From an optimization exercise on the open Yosys and OpenROAD flow, aimed at small area, a short achievable clock period and few clock cycles per item; shortcuts taken in it are not production practice. In this exercise RTL edits were held to simulation tests only and were not proved equivalent to the original.

==> flow/design.v (excerpt) <==
module wrs_fmd (
    input  wire               clk,
    input  wire               rst,         
    input  wire               cfg_valid,
    input  wire        [15:0] cfg_gain,    
    input  wire               in_valid,
    output wire               in_ready,
    input  wire signed [15:0] in_i,
    input  wire signed [15:0] in_q,
    output wire               out_valid,
    input  wire               out_ready,
    output wire signed [15:0] out_y        
);
export LEC_CHECK = 0
export CAP_MARGIN = 20
export CORE_MARGIN = 2
export CORE_UTILIZATION = 55
export CTS_CLUSTER_DIAMETER = 100
export CTS_CLUSTER_SIZE = 22
export PLACE_DENSITY = 0.7
export SLEW_MARGIN = 20
create_clock -name core_clock -period 11.0 [get_ports {clk}]
standard.sh (not shown) runs the stock make flow with config.mk's settings and CLKGATE_MAP_FILE= SYNTH_SCRIPT=/design/flow/synth_recipe.tcl, a recipe that flattens the netlist after the stock synthesis.
==> flow/flow/run.sh <==
#!/bin/bash
# The standard layout (standard synthesis unchanged), with setup repair
# aiming further below the clock period.  make's output goes to
# standard.log; each ORFS step keeps its own log under orfs/logs/.
bash standard.sh SETUP_SLACK_MARGIN=6.75 finish > standard.log 2>&1
Testbench counts at the start, summed over its fixed seeds: cycles 4,264, items 4,096.
Change:
--- a/flow/flow/run.sh
+++ b/flow/flow/run.sh
@@ -5 +5 @@
-bash standard.sh SETUP_SLACK_MARGIN=6.75 finish > standard.log 2>&1
+bash standard.sh SETUP_SLACK_MARGIN=7.0 finish > standard.log 2>&1
=> Final cell count goes up by 1.4%; synthesized cell count stays the same; sequential cell count does not change; fmax is about the same; via count goes up by 1.4%; setup slack is about the same; wire length goes up by 1.9%.
Change:
--- a/flow/flow/run.sh
+++ b/flow/flow/run.sh
@@ -5 +5 @@
-bash standard.sh SETUP_SLACK_MARGIN=7.0 finish > standard.log 2>&1
+bash standard.sh SETUP_SLACK_MARGIN=6.75 finish > standard.log 2>&1
Settings changed: CORE_UTILIZATION 55 to 40, PLACE_DENSITY 0.7 to 0.6.
Effect: Via count is lower by 3.4%; final area decreases by 0.86%; count of clock-buffer cells in the layout came out higher by 13; cell count goes up by 6.8%; hold slack got worse by 0.028 ns.

* * *

wrs_fmd again, from the RTL that the note above started with.
## wrs_fmd
module wrs_fmd (
    input  wire               clk,
    input  wire               rst,         
    input  wire               cfg_valid,
    input  wire        [15:0] cfg_gain,    
    input  wire               in_valid,
    output wire               in_ready,
    input  wire signed [15:0] in_i,
    input  wire signed [15:0] in_q,
    output wire               out_valid,
    input  wire               out_ready,
    output wire signed [15:0] out_y        
);
clock: 11.0 ns
lec_check: 0
cap_margin: 20
core_margin: 2
core_utilization: 55
cts_cluster_diameter: 110
cts_cluster_size: 26
place_density: 0.7
slew_margin: 20
==> flow/flow/run.sh <==
#!/bin/bash
# The standard layout (standard synthesis unchanged), with setup repair
# aiming further below the clock period.  make's output goes to
# standard.log; each ORFS step keeps its own log under orfs/logs/.
bash standard.sh SETUP_SLACK_MARGIN=6.75 finish > standard.log 2>&1
Testbench counts at the start, summed over its fixed seeds: cycles 4,264, items 4,096.
==> next run, changes <==
--- a/flow/config.mk
+++ b/flow/config.mk
@@ -10,4 +10,4 @@
-export CORE_UTILIZATION = 55
-export CTS_CLUSTER_DIAMETER = 110
-export CTS_CLUSTER_SIZE = 26
-export PLACE_DENSITY = 0.7
+export CORE_UTILIZATION = 60
+export CTS_CLUSTER_DIAMETER = 100
+export CTS_CLUSTER_SIZE = 22
+export PLACE_DENSITY = 0.72
The changed run went through all stages and came out clean.
Global-route usage came out higher by 1.7 points.
Die area fell by a little under a tenth.
Final area barely changes.
Cell count decreases slightly.
Synthesized area does not change.
Non-clock buffer count rose by 2.
==> next run, changes <==
--- a/flow/config.mk
+++ b/flow/config.mk
@@ -10 +10 @@
-export CORE_UTILIZATION = 60
+export CORE_UTILIZATION = 65
@@ -13 +13 @@
-export PLACE_DENSITY = 0.72
+export PLACE_DENSITY = 0.8
Via count increases by 1.2%; non-clock buffer count rises by 17; global-route usage grows by 3.1 points.

==> separate check: timing with driven ports <==
Ports are ideal in the flow. The routed layouts listed here were re-timed in OpenROAD.
Step 1, drivers: a clkbuf_16 drives clk and a buf_2 each remaining input, both assumed.
Step 2 moves the port delays by t, midway between the first and last clock arrival at a register: inputs arrive t later, outputs are due t later. That takes back most of the time a late clock gives input paths.
Slacks: ideal ports / drivers / drivers and shift; pairs: ideal ports / drivers.
run	t (ns)	slack for setup (ns)	worst setup path after step 2	worst data-port slew with drivers (ns)
the first run of note 1	0.853	6.667 / 6.667 / 6.393	input to register	0.06
the second run of note 1	0.855	6.665 / 6.665 / 6.388	input to register	0.06
the third run of note 1	0.926	6.604 / 6.604 / 6.366	input to register	0.06
the first run of note 2	0.840	6.727 / 6.727 / 6.348	input to register	0.06
the second run of note 2	0.838	6.634 / 6.634 / 6.329	input to register	0.11
the third run of note 2	0.833	6.645 / 6.645 / 6.547	input to register	0.05
After both steps every run listed still meets setup and hold. For the first run of note 2, which loses most, drivers alone change the setup slack by 0.000 ns; drivers and shift together by -0.379 ns.
